From an optimization exercise on the open Yosys and OpenROAD flow, aimed at small area, a short achievable clock period and few clock cycles; shortcuts taken in it are not production practice.
Function was not checked in any run shown here: the RTL went through the layout flow alone.
Power is estimated from default activity; no workload was simulated.

## design/flow/design.v

```verilog
module cfs_crc_byte (
    input  wire [31:0] c,
    input  wire [7:0]  b,
    output reg  [31:0] r
);
    integer i;
    always @* begin
        r = c ^ {b, 24'h000000};
        for (i = 0; i < 8; i = i + 1)
            r = r[31] ? ({r[30:0], 1'b0} ^ 32'h04C11DB7) : {r[30:0], 1'b0};
    end
endmodule
module cfs_frame (
    input  wire [7:0]  opc,
    input  wire [31:0] n,
    input  wire [2:0]  s,
    output reg  [7:0]  b
);
    always @* begin
        case (s)
            3'd0:    b = opc;
            3'd1:    b = n[7:0];
            3'd2:    b = n[15:8];
            3'd3:    b = n[23:16];
            default: b = n[31:24];
        endcase
    end
endmodule
module cfs_payload (
    input  wire         clk,
    input  wire [3:0]   phase,    
    input  wire         we,       
    input  wire [9:0]   wcnt,     
    input  wire [7:0]   wdata,
    output wire [255:0] row,      
    output wire [255:0] r0        
);
    reg [4095:0] ring;
    reg [127:0]  stg;
    wire [5:0] h   = wcnt[9:4];
    wire [3:0] ptr = wcnt[3:0];
    wire [4:0] hlo = {phase, 1'b0};
    wire [4:0] hhi = {phase, 1'b1};
    wire cur_lo = (h[4:0] == hlo) && !h[5];
    wire cur_hi = (h[4:0] == hhi) && !h[5];
    wire prv_lo = (h - 6'd1 == {1'b0, hlo}) && (h != 6'd0);
    wire prv_hi = (h - 6'd1 == {1'b0, hhi}) && (h != 6'd0);
    wire [255:0] r15 = ring[4095:3840];
    genvar j;
    generate
        for (j = 0; j < 16; j = j + 1) begin : g_lane
            wire lt = (j < ptr);
            wire en_lo = lt ? cur_lo : prv_lo;
            wire en_hi = lt ? cur_hi : prv_hi;
            assign row[8*j +: 8]       = en_lo ? stg[8*j +: 8] : r15[8*j +: 8];
            assign row[128+8*j +: 8]   = en_hi ? stg[8*j +: 8] : r15[128+8*j +: 8];
            always @(posedge clk)
                if (we && ptr == j)
                    stg[8*j +: 8] <= wdata;
        end
    endgenerate
    always @(posedge clk)
        ring <= {ring[3839:0], row};
    assign r0 = ring[255:0];
endmodule
module osi_cfs (
    input  wire         clk,
    input  wire         rst,
    input  wire         cmd_valid,
    output wire         cmd_ready,
    input  wire [43:0]  cmd_word,
    output reg          rsp_valid,
    output reg  [2:0]   rsp_code,
    output wire [255:0] rsp_data
);
    localparam [7:0] OPC_READ  = 8'h01;
    localparam [7:0] OPC_WRITE = 8'h03 - OPC_READ;
    localparam [3:0] OP_NOP = 4'h0, OP_CRC_INIT = 4'h1, OP_CRC_BYTE = 4'h2, OP_CRC_READ = 4'h3,
                     OP_FRAME_RAW = 4'h4, OP_FRAME_QUIT = 4'h5, OP_FRAME_READ = 4'h6,
                     OP_FRAME_WRITE = 4'h7, OP_RX_START = 4'h8, OP_RX_BYTE = 4'h9,
                     OP_RX_STATUS = 4'hA, OP_PAY_READ = 4'hB, OP_SMP_COUNT = 4'hC,
                     OP_SMP_GET = 4'hD, OP_CFG_SETVPS = 4'hE, OP_CFG_GETVPS = 4'hF;
    localparam [2:0] E_OK = 3'd0, E_LENGTH = 3'd1, E_CHECKSUM = 3'd2, E_CONFIG = 3'd4,
                     E_NOT_ARMED = 3'd5;
    localparam [1:0] SD_IDLE = 2'd0, SD_RECEIVING = 2'd1, SD_DONE = 2'd2;
    localparam [3:0] PHASE_START = 4'd8;
    reg         cmdv_q;
    reg  [43:0] cmd_q;
    reg         ready_q;
    reg  [2:0]  step_q;
    assign cmd_ready = ready_q;
    wire accept = cmd_valid & ready_q & ~rst;
    wire [3:0]  op = cmd_q[43:40];
    wire [7:0]  a  = cmd_q[39:32];
    wire [31:0] w  = cmd_q[31:0];
    reg [31:0] crc_q;
    reg [31:0] rxcrc_q;
    reg [31:0] rxsum_q;
    reg [9:0]  rxcnt_q;
    reg [9:0]  plen_q;      
    reg [1:0]  sdst_q;
    reg        valid_q;
    reg [15:0] vps_q;
    reg [3:0]  phase_q;     
    reg [31:0] f_q;         
    wire is_frame = (op[3:2] == 2'b01);
    wire armed    = (sdst_q == SD_RECEIVING);
    wire vps_ok   = (vps_q == 16'd16);
    wire pay_ok   = (sdst_q == SD_DONE) && valid_q;
    wire [3:0] row_k = (op == OP_SMP_GET) ? w[3:0] : w[8:5];
    wire needs_row = ((op == OP_PAY_READ) || (op == OP_SMP_GET && vps_ok)) && pay_ok;
    wire frame_last = (step_q == 3'd4);
    wire done = cmdv_q & (is_frame ? frame_last : (!needs_row || row_k == phase_q));
    reg [7:0] frame_opc;
    always @* begin
        case (op[1:0])
            2'd1:    frame_opc = 8'h00;
            2'd2:    frame_opc = OPC_READ;
            2'd3:    frame_opc = OPC_WRITE;
            default: frame_opc = a;
        endcase
    end
    wire [31:0] frame_n = (frame_opc == 8'h00) ? 32'h0 : w;
    wire [7:0]  frame_b;
    cfs_frame u_frame (.opc(frame_opc), .n(frame_n), .s(step_q), .b(frame_b));
    wire fmode = cmdv_q & is_frame;
    wire [31:0] step_out, rxstep_out;
    cfs_crc_byte u_crc   (.c(fmode ? f_q : crc_q), .b(fmode ? frame_b : a), .r(step_out));
    cfs_crc_byte u_rxcrc (.c(rxcrc_q), .b(a), .r(rxstep_out));
    wire        rx_lead    = (rxcnt_q == 10'd0);
    wire        rx_payload = !rx_lead && !plen_q[9];
    wire        rx_trailer = plen_q[9];
    wire        rx_last    = (rxcnt_q == 10'd516);
    wire [31:0] rxsum_new  = {rxsum_q[23:0], a};
    wire        verdict    = (~rxcrc_q == rxsum_new);
    wire        do_rxbyte  = done && (op == OP_RX_BYTE) && armed;
    wire [255:0] row, r0;
    cfs_payload u_payload (
        .clk(clk), .phase(phase_q), .we(do_rxbyte && rx_payload), .wcnt(plen_q),
        .wdata(a), .row(row), .r0(r0)
    );
    always @(posedge clk) begin
        if (rst) begin
            crc_q   <= 32'hFFFFFFFF;
            rxcrc_q <= 32'hFFFFFFFF;
            rxsum_q <= 32'h0;
            rxcnt_q <= 10'd0;
            plen_q  <= 10'd0;
            sdst_q  <= SD_IDLE;
            valid_q <= 1'b0;
            vps_q   <= 16'd16;
            phase_q <= 4'd0;
        end else begin
            phase_q <= phase_q + 4'd1;
            if (done) begin
                case (op)
                    OP_CRC_INIT: crc_q <= 32'hFFFFFFFF;
                    OP_CRC_BYTE: crc_q <= step_out;
                    OP_RX_START: begin
                        sdst_q  <= SD_RECEIVING;
                        rxcnt_q <= 10'd0;
                        plen_q  <= 10'd0;
                        rxcrc_q <= 32'hFFFFFFFF;
                        rxsum_q <= 32'h0;
                        valid_q <= 1'b0;
                        phase_q <= PHASE_START;
                    end
                    OP_RX_BYTE: if (armed) begin
                        if (rx_payload) begin
                            rxcrc_q <= rxstep_out;
                            plen_q  <= plen_q + 10'd1;
                        end
                        if (rx_trailer) rxsum_q <= rxsum_new;
                        rxcnt_q <= rxcnt_q + 10'd1;
                        if (rx_last) begin
                            sdst_q  <= SD_DONE;
                            valid_q <= verdict;
                        end
                    end
                    OP_CFG_SETVPS: vps_q <= w[15:0];
                    default: ;
                endcase
            end
        end
    end
    always @(posedge clk)
        f_q <= (fmode && !frame_last && !rst) ? step_out : 32'hFFFFFFFF;
    wire [3:0]  in_op   = cmd_word[43:40];
    wire        in_read = (in_op == OP_PAY_READ) || (in_op == OP_SMP_GET);
    wire [3:0]  in_row  = (in_op == OP_SMP_GET) ? cmd_word[3:0] : cmd_word[8:5];
    wire [3:0]  phase_n = (done && op == OP_RX_START) ? PHASE_START : phase_q + 4'd1;
    wire [2:0]  step_n  = (fmode && !frame_last) ? step_q + 3'd1 : 3'd0;
    wire in_done_next   = !(in_op[3:2] == 2'b01) && !(in_read && in_row != phase_n);
    wire held_done_next = is_frame ? (step_n == 3'd4) : (row_k == phase_n);
    always @(posedge clk) begin
        if (rst) begin
            cmdv_q  <= 1'b0;
            ready_q <= 1'b1;
            step_q  <= 3'd0;
        end else begin
            step_q <= step_n;
            if (accept) begin
                cmd_q   <= cmd_word;
                cmdv_q  <= 1'b1;
                ready_q <= in_done_next;
            end else if (cmdv_q && !done) begin
                ready_q <= held_done_next;
            end else begin
                cmdv_q  <= 1'b0;
                ready_q <= 1'b1;
            end
        end
    end
    reg [2:0]   code;
    reg [104:0] data;
    wire [7:0]  pay_byte = row[8*w[4:0] +: 8];
    always @* begin
        code = E_OK;
        data = 105'b0;
        case (op)
            OP_CRC_READ: data[31:0] = ~crc_q;
            OP_FRAME_RAW, OP_FRAME_QUIT, OP_FRAME_READ, OP_FRAME_WRITE:
                data[71:0] = {~step_out, frame_n, frame_opc};
            OP_RX_BYTE:
                if (!armed) begin
                    code      = E_NOT_ARMED;
                    data[1:0] = sdst_q;
                end else if (rx_last) begin
                    data[0] = 1'b1;
                    data[1] = verdict;
                end
            OP_RX_STATUS: begin
                data[31:0]  = rxsum_q;
                data[63:32] = ~rxcrc_q;
                data[73:64] = rxcnt_q;
                data[89:80] = plen_q;
                data[97:96] = sdst_q;
                data[104]   = valid_q;
            end
            OP_PAY_READ:
                if (sdst_q != SD_DONE) begin
                    code        = E_LENGTH;
                    data[31:0]  = 32'd512;
                    data[41:32] = plen_q;
                end else if (!valid_q) begin
                    code        = E_CHECKSUM;
                    data[31:0]  = rxsum_q;
                    data[63:32] = ~rxcrc_q;
                end else begin
                    data[7:0] = pay_byte;
                end
            OP_SMP_COUNT:
                if (!vps_ok) begin
                    code       = E_CONFIG;
                    data[15:0] = vps_q;
                end else begin
                    data[31:0] = 32'd16;
                end
            OP_SMP_GET:
                if (!vps_ok) begin
                    code       = E_CONFIG;
                    data[15:0] = vps_q;
                end else if (sdst_q != SD_DONE) begin
                    code        = E_LENGTH;
                    data[31:0]  = 32'd512;
                    data[41:32] = plen_q;
                end else if (!valid_q) begin
                    code        = E_CHECKSUM;
                    data[31:0]  = rxsum_q;
                    data[63:32] = ~rxcrc_q;
                end else begin
                    data = row[104:0];
                end
            OP_CFG_GETVPS: data[15:0] = vps_q;
            default: ;
        endcase
    end
    reg [104:0] data_q;
    always @(posedge clk) begin
        rsp_valid <= done && !rst;
        rsp_code  <= code;
        data_q    <= data;
    end
    assign rsp_data = {r0[255:105], data_q};
endmodule
```

## design/flow/run.sh

```bash
#!/bin/bash
# synth_recipe.tcl (not shown) runs the flow's synth.tcl, then flattens the netlist and writes it again
# the make line also repeats each setting of config.mk as NAME=value (left out here)
make -C /OpenROAD-flow-scripts/flow DESIGN_CONFIG=/design/flow/config.mk WORK_HOME=/design/flow/orfs CLKGATE_MAP_FILE= SYNTH_SCRIPT=/design/flow/synth_recipe.tcl finish
```

## design/flow/config.mk

```make
export PLATFORM = sky130hd
export DESIGN_NAME = osi_cfs
export DESIGN_NICKNAME = osi_cfs
export VERILOG_FILES = /design/flow/design.v
export SDC_FILE = /design/flow/constraint.sdc
export NUM_CORES = 4
export LEC_CHECK = 0
export CAP_MARGIN = 20
export CORE_MARGIN = 2
export CORE_UTILIZATION = 40
export PLACE_DENSITY = 0.6
export SLEW_MARGIN = 20
```

## design/flow/constraint.sdc

```tcl
create_clock -name core_clock -period 5.0 [get_ports {clk}]
set_input_delay 1.0000 -clock core_clock [delete_from_list [all_inputs] [get_ports {clk}]]
set_output_delay 1.0000 -clock core_clock [all_outputs]
set_load 0.01 [all_outputs]
```

==> flow_summary.json, run 1 <==
{
  "run_status": "finished clean",
  "cts_htree_levels": 5,
  "final_max_slew_viol_count": 0,
  "clk_pin_slew_worst_paths_ns": 0.07,
  "worst_pin_slew_ns": 1.185,
  "place_congestion": 0.9570,
  "skew_ns": 0.08555,
  "net_count_of_the_mapped_netlist": 6949,
  "floorplan.rows": 191,
  "areaGrowthSynthToFinish_pct": 19.74,
  "hpwlAfterDp_mm": 208.8,
  "final_area_sq_um": 130000,
  "critical_path.most_common_cell": "sky130_fd_sc_hd__mux2i_1",
  "cp_data_required_time_ns": 5.81,
  "clock_path_buffers": 4,
  "crit_path_top_delay_cell": "sky130_fd_sc_hd__mux2i_2",
  "critPathArrivalTime_ns": 5.47,
  "power_per_cell_area_nw_per_um2": 534.2,
  "netlist_instances": 6888,
  "syn-mean-instance-area_sq_um": 15.76,
  "report.final.setup_viol": 0,
  "post_cts_sizing": 0,
  "io_buffer_count": 307,
  "postRouteWirelength_mm": 287.1,
  "cts.repair_timing.setup_buffer_count": 0,
  "floorplan.die_area_sq_um": 275600,
  "largest_net_degree_at_the_start_of_global_routing": 65,
  "tritoncts": "yes",
  "period_needed_ns": 4.661,
  "ys_async_sr_fraction_pct": 0,
  "vias_per_cell": 4.507,
  "finalSetupTns_ns": 0,
  "worst_hold_path_type": "reg2reg",
  "final_cell_mix": "sky130_fd_sc_hd__dfxtp_1 (4381), sky130_fd_sc_hd__clkbuf_16 (416), sky130_fd_sc_hd__clkdlybuf4s50_1 (306)",
  "avgRoutedWirePerCell_microns": 25.16,
  "layout.cells.most_common": "sky130_fd_sc_hd__dfxtp_1",
  "final_layout_size_suffix_gt1_share_pct": 14.59,
  "drc": 0,
  "ys.flop_type": "sky130_fd_sc_hd__dfxtp_1",
  "cts_num_sinks": 4553,
  "worstPathCellList": "inv_1 -> ha_1 -> or4b_1 -> o221ai_1 -> a211oi_4 -> buf_12 -> mux2i_2 -> mux2i_1 -> buf_4 -> mux2i_1 -> a22oi_1 -> a31oi_1 -> a211o_1",
  "vias_in_the_first_global_route": 50330,
  "count_of_flip_flops_with_a_built_in_enable_after_synthesis": 172,
  "synth_area_sq_um": 108600,
  "hold_buffers": 0,
  "cts_root_buf": "sky130_fd_sc_hd__clkbuf_16",
  "critPathMaxFanout": 24,
  "worstSetupEndpointType": "flop",
  "drt_pre_antenna_iters": 6,
  "grt_pass1_wl_mm": 390.0,
  "dr_total_vias": 51430,
  "gr-total-overflow": 0,
  "layout.cells.non_filler": 11410,
  "num_io_pins": 308,
  "clkLatencyLatePin_ns": 0.96,
  "dp_cells": 10650,
  "report.final.hold_viol_count": 0,
  "rsz0062_at_grt": "no",
  "nNetsFinal": 7543,
  "die_w_microns": 525.0,
  "clock.fmax_mhz": 214.5,
  "synth_sequential_area_ratio_pct": 85.53,
  "cap_viol_max_count": 0,
  "yosysUniqueCellTypes": 95,
  "drt_iter0_markers": 4601,
  "timing.critical_path.from_type": "flop",
  "cts_made_buffers": 405,
  "core_sq_um": 270300,
  "setup.worst_path.class": "reg2reg",
  "irDropWorstVdd_uv": 342.4,
  "starting_utilization_of_the_core_area_pct": 40.17,
  "max_slew_margin_pct": 20.37,
  "leakagePower_nw": 51.63,
  "placed_area_sq_um": 116000,
  "regToRegStartpoint": "plen_q[4]",
  "whs_ns": 0.2588,
  "register_bit_total_from_synthesis": 4553,
  "drtAntennaViolNets": 0,
  "yosys_warnings": 4,
  "setup.worst_path.start": "plen_q[4]",
  "hold_start": "u_payload.ring[2041]",
  "timing.critical_path.slowest_cell_delay_ns": 0.79,
  "portion_of_the_clock_cycle_consumed_by_the_worst_path_in_the_final_layout_pct": 93.23,
  "final_util_pct": 48.10,
  "antenna_violations_before_repair": 48,
  "die-height_microns": 525.0,
  "track_usage_pct": 20.24
}
==> sequential cells by signal, indices dropped and copies added, names as in the netlist, 3 cells and up <==
name and count:
u_payload.stg 128, rxcnt_q 10, vps_q 16, crc_q 32, f_q 32, u_payload.ring 4096
cmd_q 44, plen_q 10, phase_q 4, rxcrc_q 32, rsp_code 3, rxsum_q 32
data_q 105, step_q 3
==> worst max-delay path, delay by kind of cell, from the launching register on <==
kind / cells / cell delay, ns
AOI/OAI and AO/OA: 5 / 1.14
adders and majority gates: 1 / 0.15
buffers and inverters: 3 / 0.69
DFF: 1 / 0.44
muxes: 3 / 1.63
and+or+nand+nor: 1 / 0.45
==> cell type report <==
type	instances	area, sq um
timing repair buffer	504	4609
clock inverter	160	2117
sequential	4553	92870
tap	3570	4467
inverter	112	420.4
fill	22730	140300
antenna	30	75.07
multi-input combinational	1906	13590
clock buffer	576	11860
==> metal layers <==
| metal | global-route usage (%) | vias up | part of all wire (%) |
|---|---|---|---|
| met4 | 8.376 | 6 | 4.2 |
| met2 | 31.35 | 1861 | 45 |
| met5 | 0 | - | 0.015 |
| met3 | 3.753 | 481 | 6.0 |
| met1 | 27.86 | 25330 | 45 |
| li1 | - | 23750 | - |
==> cell usage after synthesis, types with 33 or more instances <==
| library cell | n | area [sq um] |
|---|---|---|
| sky130_fd_sc_hd__xnor2_1 | 142 | 1244 |
| sky130_fd_sc_hd__nand2_1 | 224 | 840.8 |
| sky130_fd_sc_hd__o21ai_0 | 137 | 685.7 |
| sky130_fd_sc_hd__a21oi_1 | 116 | 580.6 |
| sky130_fd_sc_hd__edfxtp_1 | 172 | 5165 |
| sky130_fd_sc_hd__xor2_1 | 61 | 534.3 |
| sky130_fd_sc_hd__dfxtp_1 | 4381 | 87700 |
| sky130_fd_sc_hd__nor2_1 | 244 | 915.9 |
| sky130_fd_sc_hd__clkbuf_1 | 125 | 469.2 |
| sky130_fd_sc_hd__inv_1 | 110 | 412.9 |
| sky130_fd_sc_hd__mux2_2 | 173 | 1948 |
| sky130_fd_sc_hd__nand3_1 | 87 | 435.4 |
| sky130_fd_sc_hd__nand2b_1 | 47 | 294.0 |
| sky130_fd_sc_hd__a22oi_1 | 43 | 322.8 |
| sky130_fd_sc_hd__mux2i_1 | 158 | 1582 |
| sky130_fd_sc_hd__nor3_1 | 33 | 165.2 |
| sky130_fd_sc_hd__buf_4 | 154 | 1156 |
| sky130_fd_sc_hd__a221oi_1 | 38 | 332.8 |
==> cell families (layout without fill, tap and decap cells) <==
| group | Yosys count | in the layout | share of synthesized area [%] |
|---|---|---|---|
| mux | 347 | 347 | 3.486 |
| fa+ha+maj | 14 | 14 | 0.1613 |
| compound gates | 567 | 567 | 3.640 |
| simple gates | 767 | 767 | 3.356 |
| xor+xnor | 211 | 211 | 1.780 |
| other cells | 0 | 30 | 0 |
| buf+inv | 429 | 1352 | 2.048 |
| flops | 4553 | 4553 | 85.53 |
==> worst paths after layout <==
check | end | slack, ns | depth (start not counted)
max | data_q[6] | 0.34 | 13
min | u_payload.ring[2297] | 0.26 | 0
max reg2reg | data_q[6] | 0.34 | 13
min reg2reg | u_payload.ring[2297] | 0.26 | 0
==> through the flow <==
step	setup WS [ns]	total power [mW]
2_1_floorplan	1.358	38.04
3_3_place_gp	0.3266	38.77
3_5_place_dp	0.4696	38.76
4_1_cts	0.4174	70.02
5_1_grt	0.2288	71.55
6_report	0.3385	69.45
==> power breakdown <==
group	internal [mW]	total, mW	switching [mW]	leakage [nW]
Sequential	36.7	36.8	0.172	36.9
Clock	18.0	31.5	13.4	6.83
Combinational	0.393	1.16	0.763	7.94
==> inputs of run 2 (changes only) <==
--- a/design/flow/design.v
+++ b/design/flow/design.v
@@ -29,21 +29,22 @@
 module cfs_payload (
     input  wire         clk,
-    input  wire [3:0]   phase,    
-    input  wire         we,       
-    input  wire [9:0]   wcnt,     
+    input  wire [3:0]   phase_n,   
+    input  wire         we,        
+    input  wire [9:0]   wcnt,      
+    input  wire [9:0]   wcnt_n,    
     input  wire [7:0]   wdata,
-    output wire [255:0] row,      
-    output wire [255:0] r0        
+    output wire [255:0] row,       
+    output wire [255:0] r0         
 );
     reg [4095:0] ring;
     reg [127:0]  stg;
-    wire [5:0] h   = wcnt[9:4];
-    wire [3:0] ptr = wcnt[3:0];
-    wire [4:0] hlo = {phase, 1'b0};
-    wire [4:0] hhi = {phase, 1'b1};
-    wire cur_lo = (h[4:0] == hlo) && !h[5];
-    wire cur_hi = (h[4:0] == hhi) && !h[5];
-    wire prv_lo = (h - 6'd1 == {1'b0, hlo}) && (h != 6'd0);
-    wire prv_hi = (h - 6'd1 == {1'b0, hhi}) && (h != 6'd0);
+    reg [31:0]   en_q;
+    wire [5:0] h   = wcnt_n[9:4];
+    wire [5:0] hm1 = h - 6'd1;
+    wire [3:0] ptr = wcnt_n[3:0];
+    wire cur_lo = (h == {1'b0, phase_n, 1'b0});
+    wire cur_hi = (h == {1'b0, phase_n, 1'b1});
+    wire prv_lo = (hm1 == {1'b0, phase_n, 1'b0});
+    wire prv_hi = (hm1 == {1'b0, phase_n, 1'b1});
     wire [255:0] r15 = ring[4095:3840];
     genvar j;
@@ -51,11 +52,12 @@
         for (j = 0; j < 16; j = j + 1) begin : g_lane
             wire lt = (j < ptr);
-            wire en_lo = lt ? cur_lo : prv_lo;
-            wire en_hi = lt ? cur_hi : prv_hi;
-            assign row[8*j +: 8]       = en_lo ? stg[8*j +: 8] : r15[8*j +: 8];
-            assign row[128+8*j +: 8]   = en_hi ? stg[8*j +: 8] : r15[128+8*j +: 8];
-            always @(posedge clk)
-                if (we && ptr == j)
+            always @(posedge clk) begin
+                en_q[j]      <= lt ? cur_lo : prv_lo;
+                en_q[16 + j] <= lt ? cur_hi : prv_hi;
+                if (we && wcnt[3:0] == j)
                     stg[8*j +: 8] <= wdata;
+            end
+            assign row[8*j +: 8]     = en_q[j]      ? stg[8*j +: 8] : r15[8*j +: 8];
+            assign row[128+8*j +: 8] = en_q[16 + j] ? stg[8*j +: 8] : r15[128+8*j +: 8];
         end
     endgenerate
@@ -104,10 +106,10 @@
     reg [3:0]  phase_q;     
     reg [31:0] f_q;         
+    reg        vps16_q;     
     wire is_frame = (op[3:2] == 2'b01);
     wire armed    = (sdst_q == SD_RECEIVING);
-    wire vps_ok   = (vps_q == 16'd16);
-    wire pay_ok   = (sdst_q == SD_DONE) && valid_q;
+    wire vps_ok   = vps16_q;
     wire [3:0] row_k = (op == OP_SMP_GET) ? w[3:0] : w[8:5];
-    wire needs_row = ((op == OP_PAY_READ) || (op == OP_SMP_GET && vps_ok)) && pay_ok;
+    wire needs_row = ((op == OP_PAY_READ) || (op == OP_SMP_GET && vps_ok)) && valid_q;
     wire frame_last = (step_q == 3'd4);
     wire done = cmdv_q & (is_frame ? frame_last : (!needs_row || row_k == phase_q));
@@ -134,8 +136,12 @@
     wire [31:0] rxsum_new  = {rxsum_q[23:0], a};
     wire        verdict    = (~rxcrc_q == rxsum_new);
-    wire        do_rxbyte  = done && (op == OP_RX_BYTE) && armed;
+    wire        do_rxstart = cmdv_q && (op == OP_RX_START);
+    wire        do_rxbyte  = cmdv_q && (op == OP_RX_BYTE) && armed;
+    wire        pay_we     = do_rxbyte && rx_payload;
+    wire [9:0]  plen_n  = (rst || do_rxstart) ? 10'd0 : pay_we ? plen_q + 10'd1 : plen_q;
+    wire [3:0]  phase_n = rst ? 4'd0 : do_rxstart ? PHASE_START : phase_q + 4'd1;
     wire [255:0] row, r0;
     cfs_payload u_payload (
-        .clk(clk), .phase(phase_q), .we(do_rxbyte && rx_payload), .wcnt(plen_q),
+        .clk(clk), .phase_n(phase_n), .we(pay_we), .wcnt(plen_q), .wcnt_n(plen_n),
         .wdata(a), .row(row), .r0(r0)
     );
@@ -146,12 +152,10 @@
             rxsum_q <= 32'h0;
             rxcnt_q <= 10'd0;
-            plen_q  <= 10'd0;
             sdst_q  <= SD_IDLE;
             valid_q <= 1'b0;
             vps_q   <= 16'd16;
-            phase_q <= 4'd0;
+            vps16_q <= 1'b1;
         end else begin
-            phase_q <= phase_q + 4'd1;
-            if (done) begin
+            if (cmdv_q) begin
                 case (op)
                     OP_CRC_INIT: crc_q <= 32'hFFFFFFFF;
@@ -160,15 +164,10 @@
                         sdst_q  <= SD_RECEIVING;
                         rxcnt_q <= 10'd0;
-                        plen_q  <= 10'd0;
                         rxcrc_q <= 32'hFFFFFFFF;
                         rxsum_q <= 32'h0;
                         valid_q <= 1'b0;
-                        phase_q <= PHASE_START;
                     end
                     OP_RX_BYTE: if (armed) begin
-                        if (rx_payload) begin
-                            rxcrc_q <= rxstep_out;
-                            plen_q  <= plen_q + 10'd1;
-                        end
+                        if (rx_payload) rxcrc_q <= rxstep_out;
                         if (rx_trailer) rxsum_q <= rxsum_new;
                         rxcnt_q <= rxcnt_q + 10'd1;
@@ -178,9 +177,16 @@
                         end
                     end
-                    OP_CFG_SETVPS: vps_q <= w[15:0];
+                    OP_CFG_SETVPS: begin
+                        vps_q   <= w[15:0];
+                        vps16_q <= (w[15:0] == 16'd16);
+                    end
                     default: ;
                 endcase
             end
         end
+    end
+    always @(posedge clk) begin
+        plen_q  <= plen_n;
+        phase_q <= phase_n;
     end
     always @(posedge clk)
@@ -189,5 +195,4 @@
     wire        in_read = (in_op == OP_PAY_READ) || (in_op == OP_SMP_GET);
     wire [3:0]  in_row  = (in_op == OP_SMP_GET) ? cmd_word[3:0] : cmd_word[8:5];
-    wire [3:0]  phase_n = (done && op == OP_RX_START) ? PHASE_START : phase_q + 4'd1;
     wire [2:0]  step_n  = (fmode && !frame_last) ? step_q + 3'd1 : 3'd0;
     wire in_done_next   = !(in_op[3:2] == 2'b01) && !(in_read && in_row != phase_n);
--- a/design/flow/config.mk
+++ b/design/flow/config.mk
@@ -6,7 +6,9 @@
 export NUM_CORES = 4
 export LEC_CHECK = 0
+export ABC_CLOCK_PERIOD_IN_PS = 2600
 export CAP_MARGIN = 20
 export CORE_MARGIN = 2
-export CORE_UTILIZATION = 40
-export PLACE_DENSITY = 0.6
+export CORE_UTILIZATION = 60
+export PLACE_DENSITY = 0.75
+export SETUP_SLACK_MARGIN = 2.4
 export SLEW_MARGIN = 20
==> flow_summary.json, run 2 <==
{
  "antenna_violations_before_repair": 34,
  "core_sq_um": 180400,
  "cap_viol_max_count": 0,
  "io_buffer_count": 307,
  "period_needed_ns": 3.465,
  "drt_pre_antenna_iters": 6,
  "final_util_pct": 73.23,
  "crit_path_top_delay_cell": "sky130_fd_sc_hd__or4_4",
  "timing.critical_path.from_type": "flop",
  "count_of_flip_flops_with_a_built_in_enable_after_synthesis": 172,
  "max_slew_margin_pct": 23.57,
  "cp_data_required_time_ns": 5.90,
  "sequential_cell_area_sq_um": 93950,
  "gr-total-overflow": 0,
  "floorplan.rows": 156,
  "die-height_microns": 429.8,
  "critPathArrivalTime_ns": 4.36,
  "place_congestion": 0.9494,
  "drt_iter0_markers": 4979,
  "worst_hold_path_type": "reg2reg",
  "synth_area_leader_cell": "sky130_fd_sc_hd__dfxtp_1",
  "irDropWorstVdd_uv": 585.1,
  "fill_cell_instance_count_of_the_final_layout": 10050,
  "areaGrowthSynthToFinish_pct": 21.42,
  "tritoncts": "yes",
  "worstSetupEndpointType": "flop",
  "multi_input_area_sq_um": 15480,
  "hpwlAfterDp_mm": 172.4,
  "avgRoutedWirePerCell_microns": 28.98,
  "clock_path_buffers": 4,
  "report.final.setup_viol": 0,
  "yosys-top-cells-area": "sky130_fd_sc_hd__dfxtp_1 (81%), sky130_fd_sc_hd__edfxtp_1 (4.7%), sky130_fd_sc_hd__mux2_2 (2.0%)",
  "clk_pin_slew_worst_paths_ns": 0.07,
  "post-synth-top-area-fraction_pct": 81.24,
  "final_layout_size_suffix_gt1_share_pct": 24.35,
  "layout.cells.non_filler": 10140,
  "num_io_pins": 308,
  "clock.fmax_mhz": 288.6,
  "register_bit_total_from_synthesis": 4586,
  "postRouteWirelength_mm": 293.8,
  "cts_made_buffers": 404,
  "run_status": "finished clean",
  "ys.flop_type": "sky130_fd_sc_hd__dfxtp_1",
  "yosysUniqueCellTypes": 92,
  "timing.critical_path.slowest_cell_delay_ns": 0.49,
  "net_count_of_the_mapped_netlist": 6815,
  "final_max_slew_viol_count": 0,
  "grt_pass1_wl_mm": 398.8,
  "drtAntennaViolNets": 0,
  "cts_htree_levels": 5,
  "dp_cells": 9184,
  "whs_ns": 0.2390,
  "syn-mean-instance-area_sq_um": 16.10,
  "synth_area_sq_um": 108800,
  "yosys_warnings": 4,
  "largest-register": "u_payload.ring",
  "report.final.hold_viol_count": 0,
  "layout_top_registers": "u_payload.ring: 4096 flops, u_payload.stg: 128 flops, data_q: 105 flops",
  "track_usage_pct": 30.61,
  "leakagePower_nw": 52.81,
  "synth_sequential_area_ratio_pct": 85.99,
  "floorplan.die_area_sq_um": 184700,
  "largest_register_ffs": 4096,
  "starting_utilization_of_the_core_area_pct": 60.31,
  "post-synth-top-count-cell": "sky130_fd_sc_hd__dfxtp_1",
  "setup.worst_path.class": "reg2reg",
  "critical_path.most_common_cell": "sky130_fd_sc_hd__ha_4",
  "final_cell_mix": "sky130_fd_sc_hd__dfxtp_1 (4232), sky130_fd_sc_hd__clkbuf_16 (417), sky130_fd_sc_hd__nor2_1 (224)",
  "post-layout-total-power_mw": 70.41,
  "rsz0062_at_grt": "yes",
  "ys_async_sr_fraction_pct": 0,
  "clkLatencyLatePin_ns": 0.99,
  "finalSetupTns_ns": 0,
  "cts_root_buf": "sky130_fd_sc_hd__clkbuf_16",
  "drc": 0,
  "worst_pin_slew_ns": 1.146,
  "dr_total_vias": 52950,
  "layout.cells.most_common": "sky130_fd_sc_hd__dfxtp_1",
  "critPathMaxFanout": 8,
  "synth_top_cells_by_count": "sky130_fd_sc_hd__dfxtp_1 (4414), sky130_fd_sc_hd__nor2_1 (253), sky130_fd_sc_hd__nand2_1 (226), sky130_fd_sc_hd__mux2_2 (190), sky130_fd_sc_hd__edfxtp_1 (172)",
  "power_per_cell_area_nw_per_um2": 533.1,
  "largest_net_degree_at_the_start_of_global_routing": 56,
  "cts_num_sinks": 4586,
  "portion_of_the_clock_cycle_consumed_by_the_worst_path_in_the_final_layout_pct": 69.31,
  "die_w_microns": 429.8,
  "vias_per_cell": 5.223,
  "nNetsFinal": 7494,
  "netlist_instances": 6755,
  "skew_ns": 0.1041,
  "worstPathCellList": "inv_2 -> ha_4 -> or4b_4 -> or4_4 -> nand4_1 -> xor2_1 -> nand2b_4 -> ha_4 -> and2_4 -> a21bo_4 -> a211oi_4 -> o21ai_2 -> nand2_2 -> nand4b_4 -> buf_12 -> buf_4 -> nor2_2",
  "vias_in_the_first_global_route": 54430
}
run 2: through the flow:
stage	worst slack, ns	area (sq um)
after CTS	1.464	130700
after global routing	1.433	132000
after global placement	1.013	114000
final	1.535	132100
after detailed placement	0.9809	114100
after floorplan	1.599	109200
run 2: kinds of logic (layout without fill, tap and decap cells):
kind of cell    after synthesis  after routing  share of synthesized area [%]
other cells                   0             13                              0
mux                         369            369                          4.086
fa+ha+maj                    13             13                         0.1495
compound gates              431            431                          2.851
xor+xnor                    204            204                          1.820
buf+inv                     439           1432                          2.076
simple gates                713            719                          3.027
flops                      4586           4586                          85.99
run 2: final cells by class:
type / count / area share (%)
inverters: 108 / 0.3524
clock buffers: 592 / 9.003
diodes: 13 / 0.02463
clock inverters: 134 / 1.185
flip-flops and latches: 4586 / 71.14
well taps: 2370 / 2.245
repair buffers: 598 / 4.329
multi-input cells: 1736 / 11.72
run 2: power breakdown:
part / leakage [nW] / switching [mW] / total [mW] / internal [mW]
Combinational: 8.93 / 0.964 / 1.73 / 0.771
Clock: 6.64 / 13.6 / 31.6 / 18.0
Sequential: 37.2 / 0.158 / 37.0 / 36.9
Total: 52.8 / 14.7 / 70.4 / 55.7
run 2: final timing paths:
check | to | depth (start not counted) | from | slack, ns
setup / recovery | u_payload.en_q[15] | 17 | rxcnt_q[1] | 1.53
hold / removal | u_payload.ring[3414] | 0 | u_payload.ring[3158] | 0.24
setup reg to reg | u_payload.en_q[15] | 17 | rxcnt_q[1] | 1.53
hold reg to reg | u_payload.ring[3414] | 0 | u_payload.ring[3158] | 0.24
run 2: routing by layer:
layer	track usage [%]	vias up	routed length, microns
met5	0	-	83
met4	16.49	12	19620
met3	5.902	742	18700
met2	50.04	2203	139900
met1	38.67	26560	115500
li1	-	23430	-
run 2: worst max-delay path, delay by kind of cell (launching register included):
kind            cells  cell delay, ns
flops               1            0.33
simple gates        8            1.77
compound gates      3            0.52
buf+inv             3            0.41
fa+ha+maj           2            0.25
xor+xnor            1            0.16
run 2: what timing repair did:
item | CTS | global route
resized for setup | 1385 | 193
cloned | 10 | 1
buffers inserted | 149 | 54
setup endpoints to repair | 662 | 300
hold buffers | 0 | 0
pin swaps | 113 | 57

## static timing again, ports no longer ideal
The results above use ideal ports. As a check the final layouts listed here were re-extracted and re-timed, cells and wires unchanged.
Step 1: set_driving_cell puts a clkbuf_16 on clk and a buf_2 on each other input, an assumption about the parent block.
Step 2 moves the port delays by t, midway between the first and last clock arrival at a register: inputs arrive t later, outputs are due t later. That takes back most of the time a late clock gives input paths.
Three values: ideal ports, drivers, drivers and shift; two values: the first two.
run | t (ns) | slack for setup (ns) | worst slew at a driven data input, ns | pins driven straight from the clock port
run 1 | 1.014 | 0.339 / 0.339 / 0.339 | 0.05 | 1
run 2 | 1.032 | 1.535 / 1.535 / 1.470 | 0.23 | 1
After both steps every run listed still meets setup and hold. The setup slack of run 2, which loses most, moves by 0.000 ns with the drivers and by -0.065 ns with both steps.
